From an optimization exercise on the open Yosys and OpenROAD flow, aimed at small area, a short achievable clock period and few clock cycles; shortcuts taken in it are not production practice.
RTL that was checked went through simulation tests only; none was proved equivalent to the original.
Only the layout flow was run in run 1; the RTL was not checked for function there.

==> flow/design.v, too long to show whole: its modules and the start of the top module <==
// module rg_div: 61 lines
// module rot_geom: 823 lines
module rot_geom (
    input  wire        clk,
    input  wire        rst,         
    input  wire        start,
    input  wire        op,          
    input  wire [15:0] w,
    input  wire [15:0] h,
    input  wire [15:0] sin_q,       
    input  wire [15:0] cos_q,       
    output wire        busy,
    output wire        done,
    output wire [7:0]  errcode,
    output wire [31:0] res_a,       
    output wire [31:0] res_b        
);
  // ...
==> flow/flow/run.sh <==
#!/bin/bash
set -o pipefail
bash standard.sh SETUP_SLACK_MARGIN=${MARGIN:-8} finish > std_flow.log 2>&1
==> flow/standard.sh <==
#!/bin/bash
# synth_recipe.tcl (not shown) runs the flow's synth.tcl, then flattens the netlist and writes it again
# the make line also repeats each setting of config.mk as NAME=value (left out here)
make -C /OpenROAD-flow-scripts/flow DESIGN_CONFIG=/design/flow/config.mk WORK_HOME=/design/flow/orfs CLKGATE_MAP_FILE= SYNTH_SCRIPT=/design/flow/synth_recipe.tcl "${@:-finish}"
==> flow/config.mk <==
export PLATFORM = sky130hd
export DESIGN_NAME = rot_geom
export DESIGN_NICKNAME = rot_geom
export VERILOG_FILES = /design/flow/design.v
export SDC_FILE = /design/flow/constraint.sdc
export NUM_CORES = 4
export LEC_CHECK = 0
export CAP_MARGIN = 20
export CORE_MARGIN = 2
export CORE_UTILIZATION = 40
export PLACE_DENSITY = 0.6
export SLEW_MARGIN = 20
==> flow/constraint.sdc <==
create_clock -name core_clock -period 13.0 [get_ports {clk}]
set_input_delay 2.6000 -clock core_clock [delete_from_list [all_inputs] [get_ports {clk}]]
set_output_delay 2.6000 -clock core_clock [all_outputs]
set_load 0.01 [all_outputs]
==> reports/qor.yml, run 1 <==
outcome: "complete, no violations"
clk_share_pct: 3.70
muxShareOfSynthArea_pct: 6.38
synth_most_common_cell: "nand2_1"
hold_depth: 0
fin_setup_tns_ns: 0
clk_pin_slew_ns: 0.06
fin_crit_sh_pct: 45.3
cts-root-buf: "clkbuf_16"
hold_slack_ns: 0.325
cp-start-kind: "flip-flop"
grt_pass1_wl_mm: 274
routed.top_layer: "met5"
start_util_pct: 40.4
antenna_found_initial: 22
nFillCells: 9136
wl_met3_mm: 25.7
rsz0062_at_grt: "true"
met2RoutedLength_mm: 79.1
htreeDepth: 2
fin_area_um2: 46800
crit_fanout: 35
hpwlAfterDp_mm: 145
syn-cell-area_um2: 38500
largest_class: "multi-input combinational cells"
==> module rg_div, before the edit <==
module rg_div (
    input  wire        clk,
    input  wire        ld_r,       
    input  wire [30:0] ld_rv,
    input  wire        ld_neg,
    input  wire        ld_d,       
    input  wire [30:0] ld_dv,
    input  wire        ld_q,       
    input  wire [31:0] ld_qv,
    input  wire        go,         
    input  wire        al_fb,
    input  wire [30:0] al_r0,
    input  wire [5:0]  al_k0,
    input  wire        f15,
    input  wire        kill,
    output reg  [31:0] Q,
    output reg  [30:0] R,
    output reg  [30:0] D,
    output reg         neg,
    output reg         act,
    output wire        last
);
    reg [5:0]  k;
    reg [4:0]  str;
    wire        b     = (str != 5'd0) ? Q[31] : neg;
    wire [31:0] trial = {R, b} - {1'b0, D};
    wire        qb    = ~trial[31];
    wire [30:0] rn    = qb ? trial[30:0] : {R[29:0], b};
    wire [31:0] qstep = {Q[30:0], qb};
    wire [31:0] qfin  = qstep + {31'd0, neg};
    assign last = act && (k == 6'd1);
    always @(posedge clk) begin
        if (kill) begin
            act <= 1'b0;
        end else if (go) begin
            act <= 1'b1;
            if (al_fb) begin
                R   <= 31'd0;
                Q   <= {R, 1'b0};
                k   <= f15 ? 6'd46 : 6'd45;
                str <= 5'd31;
            end else begin
                R   <= al_r0;
                Q   <= 32'd0;
                k   <= al_k0;
                str <= 5'd0;
            end
        end else if (act) begin
            R   <= rn;
            Q   <= last ? qfin : qstep;
            k   <= k - 6'd1;
            str <= str - {4'd0, (str != 5'd0)};
            if (last) act <= 1'b0;
        end
        if (!go && !act) begin
            if (ld_r) begin R <= ld_rv; neg <= ld_neg; end
            if (ld_q) Q <= ld_qv;
        end
        if (ld_d) D <= ld_dv;
    end
endmodule
==> run 2, diff against run 1 <==
--- a/flow/design.v
+++ b/flow/design.v
@@ -22,17 +22,18 @@
 );
     reg [5:0]  k;
     reg [4:0]  str;
     wire        b     = (str != 5'd0) ? Q[31] : neg;
     wire [31:0] trial = {R, b} - {1'b0, D};
     wire        qb    = ~trial[31];
     wire [30:0] rn    = qb ? trial[30:0] : {R[29:0], b};
     wire [31:0] qstep = {Q[30:0], qb};
-    wire [31:0] qfin  = qstep + {31'd0, neg};
+    wire [30:0] qinc  = Q[30:0] + 31'd1;
+    wire [31:0] qfin  = !neg ? qstep : (qb ? {qinc, 1'b0} : {Q[30:0], 1'b1});
     assign last = act && (k == 6'd1);
     always @(posedge clk) begin
         if (kill) begin
             act <= 1'b0;
         end else if (go) begin
             act <= 1'b1;
             if (al_fb) begin
                 R   <= 31'd0;
@@ -79,20 +80,24 @@
     reg [3:0]  ph;
     reg        op_q, err;
     reg [15:0] w_q, h_q, s_q, c_q;
     reg        wge, cgs, ceqs;        
     reg        amb;                   
     reg        thin2;                 
     reg        f15;
     reg        goA, goB;
-    assign busy    = (st == ST_MAC) || (st == ST_DIV);
-    assign done    = (st == ST_DONE);
+    reg [1:0]  st_nx;
+    reg        busy_o, done_o;        
+    wire       busy_i  = (st == ST_MAC) || (st == ST_DIV);
+    assign busy    = busy_o;
+    assign done    = done_o;
     assign errcode = err ? 8'h32 : 8'h00;
-    wire accept = start && !busy;
+    wire accept = start && !busy_i;
+    wire start_fin = (w == 16'd0) || (h == 16'd0) || (op && sin_q == 16'd0 && cos_q == 16'd0);
     wire [15:0] L  = wge ? w_q : h_q;
     wire [15:0] Sh = wge ? h_q : w_q;
     wire [31:0] QA, QB;
     wire [30:0] RA, RB, DA, DB;
     wire        negA, negB, actA, actB, lastA, lastB;
     localparam [2:0] A_S = 3'd0, A_C = 3'd1, A_W = 3'd2, A_H = 3'd3, A_ZH = 3'd4, A_ZL = 3'd5;
     localparam [1:0] B_C = 2'd0, B_S = 2'd1, B_L = 2'd2;
     localparam [2:0] AD_0 = 3'd0, AD_RA = 3'd1, AD_RB = 3'd2, AD_D = 3'd3, AD_E = 3'd4, AD_SH = 3'd5;
@@ -731,49 +736,86 @@
     wire wr_qa  = s2_v && (s2_ds == DS_QA  || s2_ds == DS_QAS);
     wire wr_qb  = s2_v && (s2_ds == DS_QB  || s2_ds == DS_QBS);
     wire wr_ra  = s2_v && (s2_ds == DS_RA);
     wire wr_rb  = s2_v && (s2_ds == DS_RB);
     wire wr_d   = s2_v && (s2_ds == DS_D);
     wire [31:0] qa_v = (s2_ds == DS_QAS) ? {14'd0, X[32:15]} : X[31:0];
     wire [31:0] qb_v = (s2_ds == DS_QBS) ? {14'd0, X[32:15]} : X[31:0];
     wire amb_thin = X[33] || (X[32:0] == 33'd0);    
-    wire        e_le0    = QB[31] || (QB == 32'd0);
-    wire        e_ge_l   = !QB[31] && (QB[30:16] != 15'd0 || QB[15:0] >= L);
+    wire        e_le0    = X[33] || (X == 34'd0);
     wire        thin_now = ceqs || e_le0;
     wire        irect_mac = (st == ST_MAC) && op_q;
-    wire        thin_ld0  = irect_mac && (ph == 4'd4) && thin_now;
-    wire        thin_ld1  = irect_mac && (ph == 4'd10) && thin2;
-    wire        thin_ld   = thin_ld0 || thin_ld1;
+    wire        thin_ld0  = irect_mac && (ph == 4'd3) && thin_now;
+    wire        thin_ld   = irect_mac && ((ph == 4'd3) || (ph == 4'd10 && thin2));
     wire [15:0] dA_thin = wge ? s_q : c_q;
     wire [15:0] dB_thin = wge ? c_q : s_q;
-    reg al_sel;           
-    wire [30:0] al_m   = al_sel ? RB : RA;
-    wire [30:0] al_d   = al_sel ? DB : DA;
-    wire        al_neg = al_sel ? negB : negA;
     function [4:0] bitlen31;
         input [30:0] x;
+        reg [31:0] v;
+        reg [15:0] a2;  reg [31:0] p2;      
+        reg [7:0]  a4;  reg [15:0] p4;      
+        reg [3:0]  a8;  reg [11:0] p8;      
+        reg [1:0]  a16; reg [7:0]  p16;     
         integer i;
-        reg [4:0] n;
         begin
-            n = 5'd0;
-            for (i = 0; i < 31; i = i + 1)
-                if (x[i]) n = i[4:0] + 5'd1;
-            bitlen31 = n;
+            v = {1'b0, x};
+            for (i = 0; i < 16; i = i + 1) begin
+                a2[i] = v[2*i+1] | v[2*i];
+                p2[2*i +: 2] = {1'b0, v[2*i+1]};
+            end
+            for (i = 0; i < 8; i = i + 1) begin
+                a4[i] = a2[2*i+1] | a2[2*i];
+                p4[2*i +: 2] = a2[2*i+1] ? {1'b1, p2[4*i+2]} : {1'b0, p2[4*i]};
+            end
+            for (i = 0; i < 4; i = i + 1) begin
+                a8[i] = a4[2*i+1] | a4[2*i];
+                p8[3*i +: 3] = a4[2*i+1] ? {1'b1, p4[4*i+2 +: 2]} : {1'b0, p4[4*i +: 2]};
+            end
+            for (i = 0; i < 2; i = i + 1) begin
+                a16[i] = a8[2*i+1] | a8[2*i];
+                p16[4*i +: 4] = a8[2*i+1] ? {1'b1, p8[6*i+3 +: 3]} : {1'b0, p8[6*i +: 3]};
+            end
+            if (a16[1])      bitlen31 = {1'b1, p16[7:4]} + 5'd1;
+            else if (a16[0]) bitlen31 = {1'b0, p16[3:0]} + 5'd1;
+            else             bitlen31 = 5'd0;
+        end
+    endfunction
+    function [4:0] bitlen16;
+        input [15:0] x;
+        bitlen16 = bitlen31({15'd0, x});
+    endfunction
+    function [4:0] tcalc;             
+        input [4:0] bm, bd;
+        input       f;
+        reg   [4:0] tr;
+        reg   [3:0] fm1;
+        begin
+            tr  = bd - bm - 5'd1;
+            fm1 = f ? 4'd14 : 4'd13;
+            tcalc = {(bm >= bd), (tr > {1'b0, fm1}) ? fm1 : tr[3:0]};
         end
     endfunction
-    wire [4:0]  blm   = bitlen31(al_m);
-    wire [4:0]  bld   = bitlen31(al_d);
-    wire        al_fb = (blm >= bld);                  
-    wire [4:0]  tr    = bld - blm - 5'd1;
-    wire [3:0]  fm1   = f15 ? 4'd14 : 4'd13;
-    wire [3:0]  t     = (tr > {1'b0, fm1}) ? fm1 : tr[3:0];
-    wire [45:0] shx   = {al_m, {15{al_neg}}} << t;
-    wire [30:0] al_r0 = shx[45:15];
-    wire [5:0]  al_k0 = (f15 ? 6'd15 : 6'd14) - {2'd0, t};
+    reg  [4:0] blmA, blmB, bldN;      
+    wire [4:0] bl_x = bitlen31(xmag);
+    reg  [4:0] tA, tB;                
+    reg  [4:0] tA_thin, tB_thin;
+    always @(posedge clk) begin
+        tA_thin <= tcalc(bitlen16(Sh), bitlen16(dA_thin), 1'b0);
+        tB_thin <= tcalc(bitlen16(Sh), bitlen16(dB_thin), 1'b0);
+    end
+    reg al_sel;           
+    wire [30:0] al_m   = al_sel ? RB : RA;
+    wire        al_neg = al_sel ? negB : negA;
+    wire [4:0]  al_t   = al_sel ? tB : tA;
+    wire        al_fb  = al_t[4];
+    wire [3:0]  t      = al_t[3:0];
+    wire [45:0] shx    = {al_m, {15{al_neg}}} << t;
+    wire [30:0] al_r0  = shx[45:15];
+    wire [5:0]  al_k0  = (f15 ? 6'd15 : 6'd14) - {2'd0, t};
     wire clr_q = accept;
     wire kill  = rst || accept;
     rg_div u_da (
         .clk(clk),
         .ld_r(thin_ld || wr_ra), .ld_rv(thin_ld ? {15'd0, Sh} : xmag), .ld_neg(thin_ld ? 1'b0 : xneg),
         .ld_d(thin_ld || wr_d),  .ld_dv(thin_ld ? {15'd0, dA_thin} : X[30:0]),
         .ld_q(clr_q || wr_qa),   .ld_qv(clr_q ? 32'd0 : qa_v),
         .go(goA), .al_fb(al_fb), .al_r0(al_r0), .al_k0(al_k0), .f15(f15), .kill(kill),
@@ -786,99 +828,132 @@
         .ld_q(clr_q || wr_qb),   .ld_qv(clr_q ? 32'd0 : qb_v),
         .go(goB), .al_fb(al_fb), .al_r0(al_r0), .al_k0(al_k0), .f15(f15), .kill(kill),
         .Q(QB), .R(RB), .D(DB), .neg(negB), .act(actB), .last(lastB)
     );
     assign res_a = QA;
     assign res_b = QB;
     wire div_fin = !goA && !goB && (!actA || lastA) && (!actB || lastB);
     always @(posedge clk) begin
+        st_nx = st;
         wge  <= (w_q >= h_q);
         cgs  <= (c_q > s_q);
         ceqs <= (c_q == s_q);
         mA    <= na_v;
         mB    <= nb_v;
         p1_v  <= n_v && (st == ST_MAC) && !thin_ld0;
         p1_ad <= n_ad;
         p1_m  <= n_m;
         p1_ds <= n_ds;
         ms     <= mul_s;
         mc     <= mul_c;
         s2_v   <= p1_v && !thin_ld0;
         s2_inv <= (p1_m == M_SUB);
         s2_ds  <= p1_ds;
         goA <= 1'b0;
         goB <= 1'b0;
+        if (!busy_i) begin
+            op_q <= op;
+            w_q  <= w;
+            h_q  <= h;
+            s_q  <= sin_q;
+            c_q  <= cos_q;
+            err  <= (w == 16'd0) || (h == 16'd0);
+            mA    <= op ? sin_q : w;
+            mB    <= cos_q;
+            p1_ad <= AD_0;
+            p1_m  <= M_ADD;
+            p1_ds <= op ? DS_QA : DS_RA;
+        end
         if (s2_v && s2_ds == DS_AMB) thin2 <= amb_thin;
+        if (wr_ra) blmA <= bl_x;
+        if (wr_rb) blmB <= bl_x;
+        if (wr_d)  bldN <= bl_x;
+        if (thin_ld) begin
+            tA <= tA_thin;
+            tB <= tB_thin;
+        end else if (f15) begin
+            tA <= tcalc(blmA, bldN, 1'b1);
+            tB <= tcalc(blmB, bldN, 1'b1);
+        end
         if (rst) begin
-            st   <= ST_IDLE;
+            st_nx   = ST_IDLE;
             p1_v <= 1'b0;
             s2_v <= 1'b0;
         end else begin
             case (st)
                 ST_IDLE, ST_DONE: begin
-                    st <= ST_IDLE;
-                    op_q <= op;
-                    w_q  <= w;
-                    h_q  <= h;
-                    s_q  <= sin_q;
-                    c_q  <= cos_q;
+                    st_nx = ST_IDLE;
                     ph   <= 4'd0;
-                    err  <= (w == 16'd0) || (h == 16'd0);
-                    mA    <= op ? sin_q : w;
-                    mB    <= cos_q;
-                    p1_ad <= AD_0;
-                    p1_m  <= M_ADD;
-                    p1_ds <= op ? DS_QA : DS_RA;
-                    p1_v  <= 1'b0;
+                    p1_v <= 1'b0;
                     if (start) begin
-                        if (w == 16'd0 || h == 16'd0 || (op && sin_q == 16'd0 && cos_q == 16'd0)) begin
-                            st   <= ST_DONE;
+                        if (start_fin) begin
+                            st_nx   = ST_DONE;
                             p1_v <= 1'b0;
                         end else begin
-                            st   <= ST_MAC;
+                            st_nx   = ST_MAC;
                             p1_v <= 1'b1;
                         end
                     end
                 end
                 ST_MAC: begin
                     ph <= ph + 4'd1;
                     if (!op_q) begin
-                        if (ph == 4'd4) st <= ST_DONE;
+                        if (ph == 4'd4) st_nx = ST_DONE;
                     end else begin
                         if (ph == 4'd4) begin
-                            amb <= !thin_now && !e_ge_l;
+                            amb <= !ceqs && !QB[31] && (QB != 32'd0) &&
+                                   (QB[30:16] == 15'd0) && (QB[15:0] < L);
+                        end
+                        if (ph == 4'd3) begin
                             f15 <= !thin_now;
                             if (thin_now) begin
                                 goA    <= 1'b1;
                                 al_sel <= 1'b0;
-                                st     <= ST_DIV;
+                                st_nx     = ST_DIV;
                             end
                         end
-                        if (ph == 4'd7 && !amb) begin
+                        if (ph == 4'd8 && !amb) begin
                             goA    <= 1'b1;
                             al_sel <= 1'b0;
                         end
-                        if (ph == 4'd8 && !amb) begin
+                        if (ph == 4'd9 && !amb) begin
                             goB    <= 1'b1;
                             al_sel <= 1'b1;
-                            st     <= ST_DIV;
+                            st_nx     = ST_DIV;
                         end
-                        if (ph == 4'd10) begin
+                        if (ph == 4'd10 && amb) begin
                             f15    <= !thin2;
                             goA    <= 1'b1;
                             al_sel <= 1'b0;
-                            st     <= ST_DIV;
+                            st_nx     = ST_DIV;
                         end
                     end
                 end
                 ST_DIV: begin
                     if (goA && !actB) begin
                         goB    <= (al_sel == 1'b0) && !goB;
                         al_sel <= 1'b1;
                     end
-                    if (div_fin) st <= ST_DONE;
+                    if (div_fin) st_nx = ST_DONE;
                 end
-                default: st <= ST_IDLE;
+                default: st_nx = ST_IDLE;
             endcase
         end
+        st     <= st_nx;
+        if (rst) begin
+            busy_o <= 1'b0;
+            done_o <= 1'b0;
+        end else if (!busy_i) begin
+            busy_o <= start && !start_fin;
+            done_o <= start && start_fin;
+        end else if (st == ST_MAC && !op_q) begin
+            busy_o <= (ph != 4'd4);
+            done_o <= (ph == 4'd4);
+        end else if (st == ST_DIV) begin
+            busy_o <= !div_fin;
+            done_o <= div_fin;
+        end else begin
+            busy_o <= 1'b1;
+            done_o <= 1'b0;
+        end
     end
 endmodule
==> flow/flow/run.sh (replaced) <==
#!/bin/bash
set -o pipefail
bash standard.sh SETUP_SLACK_MARGIN=9 TNS_END_PERCENT=10 finish > std_flow.log 2>&1
==> flow/config.mk (replaced) <==
export PLATFORM = sky130hd
export DESIGN_NAME = rot_geom
export DESIGN_NICKNAME = rot_geom
export VERILOG_FILES = /design/flow/design.v
export SDC_FILE = /design/flow/constraint.sdc
export NUM_CORES = 4
export LEC_CHECK = 0
export CAP_MARGIN = 40
export CORE_MARGIN = 2
export CORE_UTILIZATION = 40
export PLACE_DENSITY = 0.6
export SLEW_MARGIN = 30
==> reports/qor.yml, run 2 <==
ios: 142  # unchanged
cap_violations: 0  # unchanged
mostFrequentLayoutCell: "nand2_1"  # unchanged
cts_tree: "built"  # unchanged
fin_worst_skew_ns: 0.0214  # was 0.0354 ns
hpwlAfterDp_mm: 138  # was 145 mm
cts-root-buf: "clkbuf_16"  # unchanged
htreeDepth: 2  # unchanged
ys_seq_elements: 428  # was 391
drtPass1Iterations: 10  # was 6
fin_crit_sh_pct: 33.0  # was 45.3%
rr_worst_depth: 11  # was 24
drt-total-wl_mm: 192  # was 196 mm
io_buffers: 136  # unchanged
postPlaceCellArea_um2: 44800  # was 41500 µm²
max_slew_margin_pct: 34.0  # was 16.9%
synth_cells: 5066  # was 4597
final_hold_viol_count: 0  # unchanged
min_period_ns: 4.29  # was 5.89 ns
top_usage_layer: "met2"  # unchanged
syn-cell-area_um2: 41700  # was 38500 µm²
grt_pass1_vias: 38800  # was 37200
outcome: "complete, no violations"  # unchanged
holdBufCountCts: 0  # unchanged
largest_reg_flops: 33  # unchanged
nNetsFinal: 5704  # was 5304
synth_edf_count: 170  # was 145
worstMarginPinSlew_ns: 0.984  # was 1.24 ns
avgViaCountPerCell: 6.39  # was 6.48
vias: 42300  # was 39800
yosysWarnings: 2  # unchanged
cp-start-kind: "flip-flop"  # unchanged
setup_viol: 0  # unchanged
drt-initial-drc-count: 5810  # was 5931
setup.worst_path.class: "reg -> out"  # was reg -> reg
regMostFlops: "ms"  # unchanged
start_util_pct: 40.3  # was 40.4%
clkSinkCount: 428  # was 391
die_w_um: 327  # was 314 µm
nFillCells: 10100  # was 9136
coreArea_um2: 103000  # was 95200 µm²
grtUsageMet1_pct: 44.1  # was 53.1%
clk_pin_slew_ns: 0.07  # was 0.06 ns
synthDistinctLibCells: 99  # was 106
gp_congestion: 1.04  # was 1.06
use_met3_pct: 10.8  # was 12.1%
syn_avg_cell_area_um2: 8.22  # was 8.37 µm²
hold_class: "reg -> reg"  # unchanged
multiInputGateArea_um2: 29700  # was 28500 µm²
area_delta_synth_final_pct: 18.4  # was 21.8%
slew_viol_final: 0  # unchanged
grt_usage_pct: 34.4  # was 38.6%
synth.top_cell.area_share_pct: 12.4  # was 12.8%
ant_nets: 0  # unchanged
die-area_um2: 107000  # was 98600 µm²
worst_path_max_delay_cell: "clkdlybuf4s50_1"  # was mux4_2
antenna_found_initial: 16  # was 22
synth_most_common_cell: "nand2_1"  # unchanged
worstSkewPairLatency_ns: 0.67  # about the same
seqCellArea_um2: 10400  # was 9290 µm²
layout-drive-gt1-share_pct: 13.4  # was 16.5%
cts_buffer_depth: 3  # unchanged
setup_slack_ns: 8.71  # was 7.11 ns
ys_async_sr_fraction_pct: 0  # unchanged
slowest_delay_ns: 0.58  # was 0.62 ns
ys.flop_type: "dfxtp_1"  # unchanged
post-route-util_pct: 47.7  # was 49.2%
worst-path-stages: 1  # was 24
drc: 0  # unchanged
mostFrequentLayoutCells: "477 x nand2_1, 453 x a21oi_1, 422 x inv_1"  # was 409 x nand2_1, 379 x inv_1, 335 x a21oi_1
ys_seq_area_share_pct: 24.7  # was 24.1%
synth_area_leader_cell: "dfxtp_1"  # unchanged
fin_area_um2: 49300  # was 46800 µm²
arrival_ns: 1.69  # was 6.41 ns
critPathRequiredTime_ns: 10.40  # was 13.52 ns
wl_per_cell_um: 29.0  # was 32.0 µm
path_buf_inv: 1  # was 6
crit_chain: "clkdlybuf4s50_1"  # was buf_6 -> buf_4 -> buf_16 -> mux2_2 -> o31ai_1 -> a21oi_1 -> o31ai_1 -> a31oi_1 -> or2_4 -> fa_2 -> inv_2 -> ha_4 -> nand2b_4 -> a221oi_4 -> nand3_4 -> nand3_4 -> nand2_8 -> inv_12 -> mux4_2 -> buf_4 -> nor2b_4 -> a2111oi_4 -> o221a_1 -> o22ai_1
rsz0062_at_grt: "true"  # unchanged
hold_depth: 0  # unchanged
critPathTopFamily: "buffers and inverters"  # was compound AO/OA/AOI/OAI gates
row_count: 118  # was 113
synthTopCellsByArea: "dfxtp_1 12%, edfxtp_1 12%, fa_1 11%"  # was dfxtp_1 13%, fa_1 12%, edfxtp_1 11%
crit_fanout: 2  # was 35
die_y_um: 327  # was 314 µm
grt-ovfl-total: 0  # unchanged
place_ws_ns: 7.24  # was 5.37 ns
fmax_ghz: 0.233  # was 0.170 GHz
cp-end-kind: "output pin"  # was flip-flop
cts_buffers: 51  # was 49
fin_setup_tns_ns: 0  # unchanged
synth_common_cells: "485 x nand2_1, 473 x a21oi_1, 429 x inv_1"  # was 433 x nand2_1, 384 x inv_1, 368 x a21oi_1
grt_max_degree: 89  # was 78
grt_pass1_wl_mm: 271  # was 274 mm
grt_use_met2_pct: 50.5  # was 54.7%
run 2: changes by cell type after synthesis, moves of 44 or more:
cell | before | now
a21oi_1 | 368 | 473
o22ai_1 | 118 | 27
o21ai_0 | 244 | 312
clkbuf_1 | 199 | 258
nand2_1 | 433 | 485
nor2_1 | 298 | 346
a221oi_1 | 35 | 82
inv_1 | 384 | 429
a22oi_1 | 86 | 42
run 2: worst paths after layout:
kind / start / end / slack [ns]
worst max-delay path: u_da.Q[0]$_DFF_P_ / res_a[0] / 8.71
worst max register to register: wge$_DFF_P_ / mc[17]$_DFF_P_ / 8.80
worst min-delay path: p1_ds[1]$_DFF_P_ / s2_ds[1]$_DFF_P_ / 0.32
worst min register to register: p1_ds[1]$_DFF_P_ / s2_ds[1]$_DFF_P_ / 0.32
run 2: logic make-up after synthesis:
kind of cell	after synthesis	share of synthesized area, %
AOI/OAI and AO/OA	1451	22.6
buffers and inverters	764	7.09
other	1	0.00900
xor gates and xnor gates	265	5.59
and+or+nand+nor	1511	17.4
muxes	200	5.07
adders and majority gates	446	17.6
DFF	428	24.7
run 2: final cells by class:
type                    count  share of cell area (%)
repair buffers            397                    8.02
flip-flops and latches    428                    21.2
diodes                      4                  0.0203
well taps                1380                    3.50
clock inverters            18                   0.467
multi-input cells        3880                    60.3
inverters                 432                    3.33
clock buffers              78                    3.21
run 2: per-layer routing:
metal | routed length [µm] | share of wire, %
met3 | 24300 | 13
met1 | 72900 | 38
met4 | 14100 | 7.3
met5 | 227 | 0.12
met2 | 80400 | 42
run 2: worst register-to-register path: cells and delay by family (launching register included):
| family | cells | cell delay [ns] |
|---|---|---|
| mux | 1 | 0.62 |
| flops | 1 | 0.43 |
| compound gates | 3 | 0.56 |
| buf+inv | 2 | 0.20 |
| fa+ha+maj | 4 | 1.86 |
| xor+xnor | 1 | 0.39 |
run 2: through the flow:
stage,hold slack (ns),instances
after global routing,0.321,6613
after floorplan,0.310,5070
final,0.317,6617
after global placement,0.314,6379
after CTS,0.318,6567
after detailed placement,0.313,6393
run 2: repair_timing:
item	CTS	global route
buffers inserted	67	34
cloned	11	7
gates resized for setup	306	115
pin swaps	34	47
setup endpoints to repair	287	269
Testbench counts of run 2, summed over its fixed seeds: cycles 26,260.

[static timing again, ports no longer ideal]
The flow's constraints put no driver on any port. The routed layouts listed below were extracted and timed again, unchanged, in two steps. Step 1 (the two cells are an assumption about what drives the block):
set clk [get_ports {clk}]
set_driving_cell -lib_cell sky130_fd_sc_hd__clkbuf_16 $clk
set_driving_cell -lib_cell sky130_fd_sc_hd__buf_2 [delete_from_list [all_inputs] $clk]
Step 2, shift: input delay + t, output delay - t, t = (earliest + latest rising clock arrival at the registers) / 2. This alone moves slack from input paths to output paths. Slacks: ideal ports / drivers / drivers and shift; pairs: ideal ports / drivers.
| run | t (ns) | setup WS [ns] | hold slack, ns | worst setup path after step 2 | worst register clock-pin slew, ns |
|---|---|---|---|---|---|
| run 1 | 0.718 | 7.105 / 7.105 / 7.105 | 0.325 / 0.325 / 0.325 | register to register | 0.07 / 0.07 |
| run 2 | 0.724 | 8.708 / 8.640 / 8.172 | 0.317 / 0.317 / 0.317 | input to register | 0.08 / 0.08 |
After both steps setup and hold are still met in every run listed. The setup slack of run 2, which loses most, moves by -0.068 ns with the drivers and by -0.536 ns with both steps.
